What follows belongs to an exercise in optimizing a design on an open flow for small area, a short achievable clock period and few clock cycles; a production flow would make more cautious choices.
RTL that was checked went through simulation tests only; none was proved equivalent to the original.
Power figures rest on the tool's default switching activity, not on a simulated workload.

==> inputs of raven <==
Design hostlink_framer, start of the top module:
module hostlink_framer (
    input  wire       clk,
    input  wire       rst,         
    input  wire       in_valid,
    input  wire [7:0] in_data,
    output wire       in_ready,
    output reg        out_valid,
    output reg  [7:0] out_data,
    output reg        out_first,
    output reg        out_last
);
make LEC_CHECK=0 CAP_MARGIN=20 CORE_MARGIN=2 CORE_UTILIZATION=40 SETUP_SLACK_MARGIN=5 SLEW_MARGIN=20 finish   # period 10.0 ns
run.sh (not shown) runs the stock make flow with config.mk's settings and CLKGATE_MAP_FILE= SYNTH_SCRIPT=/design/flow/synth_recipe.tcl, a recipe that flattens the netlist after the stock synthesis.
==> lagoon: changes against raven <==
- SETUP_SLACK_MARGIN: 5 -> default
==> harbor: changes against raven <==
--- a/flow/design.v
+++ b/flow/design.v
@@ -8,17 +8,21 @@
     output reg  [7:0] out_data,
     output reg        out_first,
     output reg        out_last
 );
     reg [7:0] mem0 [0:127];        
     reg [7:0] mem1 [0:127];        
+    reg        rst_r;
+    always @(posedge clk)
+        rst_r <= rst;
     reg        rdy;
     reg        s0v;                
     reg  [7:0] s0d;
     reg  [9:0] tail;               
     reg  [7:0] R;                  
+    reg  [9:0] tl1, tl2;           
     assign in_ready = rdy;
     wire       acc = in_valid & rdy;
     wire [7:0] wq  = R ^ s0d;      
     always @(posedge clk) begin
         s0d <= in_data;
         if (s0v) begin
@@ -70,34 +74,33 @@
     reg        endf;               
     reg        vwait;              
     reg        mcf, mce, mcb;      
     reg        dcf, dce, dcb;      
     reg        bres, beq;          
     reg  [9:0] oldr;               
-    reg  [9:0] dp, de, dx, dn;
     wire [7:0] cdat = dcb ? D1 : D0;
     wire       cres = dce | bres;
     wire       ceq  = dce ? (cdat == B) : beq;
     wire       cok  = cres & ceq;            
     wire       cbad = cres & ~ceq;           
     wire       hfree = ~pv | otake;
     wire       cacc = (cok | vwait) & hfree;  
     wire       efv  = (nq >= 3'd3);
     wire [9:0] er1   = er + 10'd1;
     wire [9:0] er2   = er + 10'd2;
-    wire [9:0] edist = de;
-    wire [9:0] fdist = dn;
-    wire [9:0] xdist = dx;
+    wire [9:0] edist = tail - er;
+    wire [9:0] fdist = tail - nf;
+    wire [9:0] xdist = tail - ef;
     wire       ewr   = (edist != 10'd0) & ~edist[9];
-    wire       eis   = (edist == 10'd1);     
+    wire       eis   = (er == tl1);          
     wire       vwr   = (edist != 10'd0) & (edist != 10'd1) & ~edist[9];
-    wire       vis   = (edist == 10'd2);     
+    wire       vis   = (er == tl2);          
     wire       fwr   = (fdist != 10'd0) & ~fdist[9];
-    wire       fis   = (fdist == 10'd1);
+    wire       fis   = (nf == tl1);
     wire       xwr   = (xdist != 10'd0) & ~xdist[9];
-    wire       xis   = (xdist == 10'd1);
+    wire       xis   = (ef == tl1);
     wire       ebok  = ~(omem & (oi[0] == er[0]));
     wire       vbok  = ~(omem & (oi[0] != er[0]));
     wire       fbok  = ~(omem & (oi[0] == nf[0]));
     wire       xbok  = ~(omem & (oi[0] == ef[0]));
     wire [2:0] qf    = {1'b0, fin} + nq;
     wire       busy  = cres | vwait;
@@ -105,102 +108,78 @@
     wire       iss_x = cbad & efv & ~xis & xwr & xbok;
     wire       bv    = cacc & vis;
     wire       iss_v = cacc & ~vis & vwr & vbok;
     wire       be    = ev & ~endf & ~busy & eis;
     wire       iss_e = ev & ~endf & ~busy & ~eis & ewr & ebok;
     wire       bf    = ~busy & (fin == 2'd0) & (nq < 3'd4) & fis;
-    wire       iss_f = ~busy & ~(ev & ~endf & (eis | (ewr & ebok))) & ~bf
-                       & (qf < 3'd4) & fwr & fbok;
+    wire       pend_e = ev & ~endf & ~eis;
+    wire       iss_f = ~busy & ~pend_e & ~bf & (qf < 3'd4) & fwr & fbok;
     wire       c_iss = iss_x | iss_v | iss_e | iss_f;
-    wire [9:0] cidx  = ({10{iss_x}} & ef) | ({10{iss_v}} & er1) |
-                       ({10{iss_e}} & er) | ({10{iss_f}} & nf);
+    wire [9:0] cidx  = busy ? (cbad ? ef : er1) : (pend_e ? er : nf);
     wire       fa   = dcf | bf;
     wire [7:0] fdat = dcf ? cdat : R;
     wire [7:0] n0 = (fa & (nq == 3'd0)) ? fdat : q0;
     wire [7:0] n1 = (fa & (nq == 3'd1)) ? fdat : q1;
     wire [7:0] n2 = (fa & (nq == 3'd2)) ? fdat : q2;
     wire [7:0] n3 = (fa & (nq == 3'd3)) ? fdat : q3;
-    wire [2:0] nqa = nq + {2'd0, fa};        
+    wire [2:0] nq1 = nq + 3'd1;
+    wire [2:0] nqa = fa ? nq1 : nq;          
+    wire [1:0] finp = fin + 2'd1;
+    wire [1:0] finm = fin - 2'd1;
+    wire [1:0] fin_n = (iss_f & ~dcf) ? finp : (~iss_f & dcf) ? finm : fin;
     wire [7:0] s1 = (dcf & (nq == 3'd2)) ? fdat : q2;    
     wire [7:0] s2 = (dcf & (nq == 3'd3)) ? fdat : q3;
     wire [7:0] s3 = fdat;
     wire [2:0] nqs = nq - 3'd1 + {2'd0, dcf};
     wire [9:0] erq_n = p + 10'd2 + {2'd0, q0 ^ fdat};
-    wire [9:0] erq_s = p + 10'd3 + {2'd0, q1 ^ s1};
+    wire [9:0] erq_s = p + 10'd3 + {2'd0, q1 ^ fdat};    
     wire [9:0] ef_n2 = p + 10'd3 + {2'd0, q1 ^ fdat};
     wire [9:0] ef_n3 = p + 10'd3 + {2'd0, q1 ^ q2};
     wire [9:0] ef_n  = (nq == 3'd2) ? ef_n2 : ef_n3;
-    wire [9:0] ef_s  = p + 10'd4 + {2'd0, s1 ^ s2};
+    wire [9:0] ef_s3 = p + 10'd4 + {2'd0, q2 ^ fdat};
+    wire [9:0] ef_s4 = p + 10'd4 + {2'd0, q2 ^ q3};
+    wire [9:0] ef_s  = (nq == 3'd3) ? ef_s3 : ef_s4;
     wire       set_x  = cbad & efv;                        
     wire       set_s  = cbad & ~efv & dcf & (nq == 3'd2);  
     wire       set_n  = ~busy & ~ev & fa & (nq == 3'd1);   
     wire [9:0] er_n   = ({10{set_x}} & ef) | ({10{set_s}} & erq_s) |
                         ({10{set_n}} & erq_n);
     wire [9:0] ef_nx  = cbad ? ef_s : ef_n;
-    wire [9:0] S     = {9'd0, s0v};
-    wire [9:0] dpS   = dp + S;
-    wire [9:0] deS   = de + S;
-    wire [9:0] dxS   = dx + S;
-    wire [9:0] dnS   = dn + S;
-    wire [9:0] de_s  = dpS - 10'd3 - {2'd0, q1 ^ s1};
-    wire [9:0] de_n  = dpS - 10'd2 - {2'd0, q0 ^ fdat};
-    wire [9:0] dx_n2 = dpS - 10'd3 - {2'd0, q1 ^ fdat};
-    wire [9:0] dx_n3 = dpS - 10'd3 - {2'd0, q1 ^ q2};
-    wire [9:0] dx_s  = dpS - 10'd4 - {2'd0, s1 ^ s2};
-    wire [9:0] dx_nn = (nq == 3'd2) ? dx_n2 : dx_n3;
-    wire       set_k  = ~(set_x | set_s | set_n);
-    wire [9:0] de_nx = ({10{set_x}} & dxS) | ({10{set_s}} & de_s) |
-                       ({10{set_n}} & de_n) | ({10{set_k}} & deS);
-    wire [9:0] dx_nx = cbad ? dx_s : dx_nn;
-    wire [9:0] deS1  = deS - 10'd1;
-    wire [9:0] deS2  = deS - 10'd2;
-    wire [9:0] dpS1  = dpS - 10'd1;
-    wire [9:0] dnS1  = dnS - 10'd1;
     wire [9:0] p1    = p + 10'd1;
     wire [9:0] p_n   = ({10{cacc}} & er1) | ({10{cbad}} & p1) |
                        ({10{~cacc & ~cbad}} & p);
     wire [9:0] nf1   = nf + 10'd1;
     wire       nfi   = iss_f | bf;
     wire       vgo   = bv | iss_v;
     wire [9:0] nf_n  = ({10{cacc & vgo}} & er2) | ({10{cacc & ~vgo}} & er1) |
                        ({10{~cacc & nfi}} & nf1) | ({10{~cacc & ~nfi}} & nf);
-    wire [9:0] dp_n  = ({10{cacc}} & deS1) | ({10{cbad}} & dpS1) |
-                       ({10{~cacc & ~cbad}} & dpS);
-    wire [9:0] dn_n  = ({10{cacc & vgo}} & deS2) | ({10{cacc & ~vgo}} & deS1) |
-                       ({10{~cacc & nfi}} & dnS1) | ({10{~cacc & ~nfi}} & dnS);
     wire [9:0] c_old = (qf >= 3'd2) ? p + 10'd2 : (qf == 3'd1) ? p1 : p;
     wire [9:0] oldest = (ist != 2'd0) ? oi : pv ? pa2 : c_old;
     wire [9:0] used   = tail + {9'd0, s0v} - oldr;
     always @(posedge clk) begin
-        if (omem & ~oi[0])
-            A0 <= oi[7:1];
-        else if (c_iss & ~cidx[0])
-            A0 <= cidx[7:1];
-        if (omem & oi[0])
-            A1 <= oi[7:1];
-        else if (c_iss & cidx[0])
-            A1 <= cidx[7:1];
+        A0 <= (omem & ~oi[0]) ? oi[7:1] : cidx[7:1];
+        A1 <= (omem &  oi[0]) ? oi[7:1] : cidx[7:1];
     end
     always @(posedge clk) begin
-        if (rst) begin
+        if (rst_r) begin
             rdy       <= 1'b0;
             s0v       <= 1'b0;
             tail      <= 10'd0;
+            tl1       <= 10'h3ff;
+            tl2       <= 10'h3fe;
             R         <= 8'd0;
             oldr      <= 10'd0;
             pv        <= 1'b0;
             ist       <= 2'd0;
             mty       <= T_NONE;
             ety       <= T_NONE;
             p         <= 10'd0;
             B         <= 8'd0;
             nq        <= 3'd0;
             fin       <= 2'd0;
             nf        <= 10'd0;
-            dp        <= 10'd0;
-            dn        <= 10'd0;
             ev        <= 1'b0;
             endf      <= 1'b0;
             vwait     <= 1'b0;
             mcf       <= 1'b0;
             mce       <= 1'b0;
             dcf       <= 1'b0;
@@ -211,12 +190,14 @@
             out_last  <= 1'b0;
         end else begin
             s0v <= acc;
             if (s0v) begin
                 R    <= wq;
                 tail <= tail + 10'd1;
+                tl1  <= tl1 + 10'd1;
+                tl2  <= tl2 + 10'd1;
             end
             oldr <= oldest;
             rdy  <= acc ? (used < 10'd255) : (used < 10'd256);
             mty   <= T_NONE;
             mlast <= 1'b0;
             mbank <= oi[0];
@@ -252,12 +233,16 @@
                 T_MEM: begin
                     out_data <= (ebank ? D1 : D0) ^ oprev;
                     oprev    <= ebank ? D1 : D0;
                 end
                 default: ;
             endcase
+            if (rst) begin
+                rdy       <= 1'b0;
+                out_valid <= 1'b0;
+            end
             mcf  <= iss_f | iss_v;
             mce  <= iss_e | iss_x;
             mcb  <= cidx[0];
             dcf  <= mcf & ~cacc;
             dce  <= mce;
             dcb  <= mcb;
@@ -268,16 +253,12 @@
                 beq <= (R == B);
             p  <= p_n;
             nf <= nf_n;
             ef <= ef_nx;
             if (set_x | set_s | set_n)
                 er <= er_n;
-            dp <= dp_n;
-            de <= de_nx;
-            dx <= dx_nx;
-            dn <= dn_n;
             if (cacc) begin
                 pv    <= 1'b1;
                 pa2   <= p + 10'd2;
                 pL    <= q0 ^ q1;
                 pfb   <= q0 ^ B;
                 pq1   <= q1;
@@ -293,24 +274,24 @@
                 q1   <= s1;
                 q2   <= s2;
                 q3   <= s3;
                 nq   <= nqs;
                 ev   <= set_x | set_s;
                 endf <= bx | iss_x;
-                fin  <= fin - {1'b0, dcf};
+                fin  <= dcf ? finm : fin;
             end else begin
                 if (cok)
                     vwait <= 1'b1;
                 q0 <= n0;
                 q1 <= n1;
                 q2 <= n2;
                 q3 <= n3;
                 nq <= nqa;
                 if (set_n)
                     ev <= 1'b1;
                 if (iss_e | be)
                     endf <= 1'b1;
-                fin <= fin + {1'b0, iss_f} - {1'b0, dcf};
+                fin <= fin_n;
             end
         end
     end
 endmodule
==> flow/flow/run.sh (new file) <==
#!/bin/bash
# Own flow: the standard layout (standard.sh, the unchanged ORFS flow
# with the standard flow's config.mk and SDC), with timing repair asked to keep a larger
# setup margin, so the resizer works towards a shorter clock period than the
# 10 ns constraint. The constraint, clock period and everything else are
# the standard flow's own. Each tool's full output goes to flow_make.log here; ORFS's
# per-step logs stay under orfs/logs.
set -euo pipefail
MARGIN=$(cat flow/margin.txt)
bash standard.sh SETUP_SLACK_MARGIN="$MARGIN" finish > flow_make.log 2>&1
test -f out/final.def
==> flow/flow/margin.txt (new file) <==
6.6
==> flow/standard.sh (new file) <==
#!/bin/bash
# synth_recipe.tcl (not shown) runs the flow's synth.tcl, then flattens the netlist and writes it again
# the make line also repeats each setting of config.mk as NAME=value (left out here)
make -C /OpenROAD-flow-scripts/flow DESIGN_CONFIG=/design/flow/config.mk WORK_HOME=/design/flow/orfs CLKGATE_MAP_FILE= SYNTH_SCRIPT=/design/flow/synth_recipe.tcl "${@:-finish}"
- CORE_UTILIZATION: 40 -> 50
- CTS_CLUSTER_DIAMETER: default -> 100
- CTS_CLUSTER_SIZE: default -> 25
- SETUP_SLACK_MARGIN: 5 -> default
- SLEW_MARGIN: 20 -> 30
removed: flow/run.sh
==> comparison table <==
item                                                                               lagoon           raven          harbor
Result of the run                                              complete, but fails checks  finished clean  finished clean
Layout check failures                                                          slew limit               -               -
Worst supply voltage drop on vdd                                               0.000143 V      0.000163 V      0.000176 V
Fraction of area in registers                                                       62.3%           62.3%           64.6%
Critical R2R Launch                                                                   dcf           A0[0]           A0[1]
Global routing met2 resource utilization                                            53.8%           52.1%           69.4%
Number of signal-net inverters in the final layout                                    132             132              92
Post-place setup slack                                                            4.66 ns         4.70 ns         5.36 ns
Post-layout nets                                                                    7,048           7,050           6,776
Signal buffers                                                                        415             421             652
FFs & Latches                                                                       2,356           2,356           2,339
Endpoint arrival time on the critical path                                        5.88 ns         5.92 ns         4.67 ns
Total track usage                                                                   38.6%           37.4%           49.1%
Share of the synthesized area in the top cell type                                  69.9%           69.9%           71.3%
Crit path required time                                                          10.62 ns        10.75 ns        10.86 ns
Min-delay src                                                                      pq1[0]           mbank          pq1[5]
Final GP Congestion                                                                  1.11            1.08            1.17
Worst Clk Skew                                                                  0.0904 ns       0.0618 ns        0.102 ns
Number of well taps                                                                 3,167           3,167           2,464
Horizontal die dimension                                                           494 um          494 um          434 um
Part of the cycle the worst path needs                                              52.7%           51.6%           38.2%
Clock network latency to the later pin of the worst-skew pair                     0.98 ns         0.98 ns         0.92 ns
Share of total power in combinational logic                                         21.0%           21.4%           10.6%
Testbench counts of harbor, summed over its fixed seeds: cycles 174,672.
Function not checked in raven and lagoon: the RTL went through the layout flow alone.

port drivers added, routing unchanged:
The results above use ideal ports. As a check the final layouts listed here were re-extracted and re-timed, cells and wires unchanged. Step 1, drivers: a clkbuf_16 drives clk and a buf_2 each remaining input, both assumed. Step 2 times the ports against the registers' clock, not the clock port: input delays grow and output delays shrink by t, the midpoint of the rising clock arrivals with the driver on. Slacks: ideal ports / drivers / drivers and shift; pairs: ideal ports / drivers.
run | shift t [ns] | setup slack, ns | worst setup path at the end | clock arrival spread, ns
raven | 1.050 | 4.838 / 4.838 / 4.838 | register to register | 0.069 / 0.069
lagoon | 1.028 | 4.734 / 4.734 / 4.734 | register to register | 0.097 / 0.098
harbor | 0.965 | 6.183 / 6.183 / 6.183 | register to register | 0.102 / 0.102
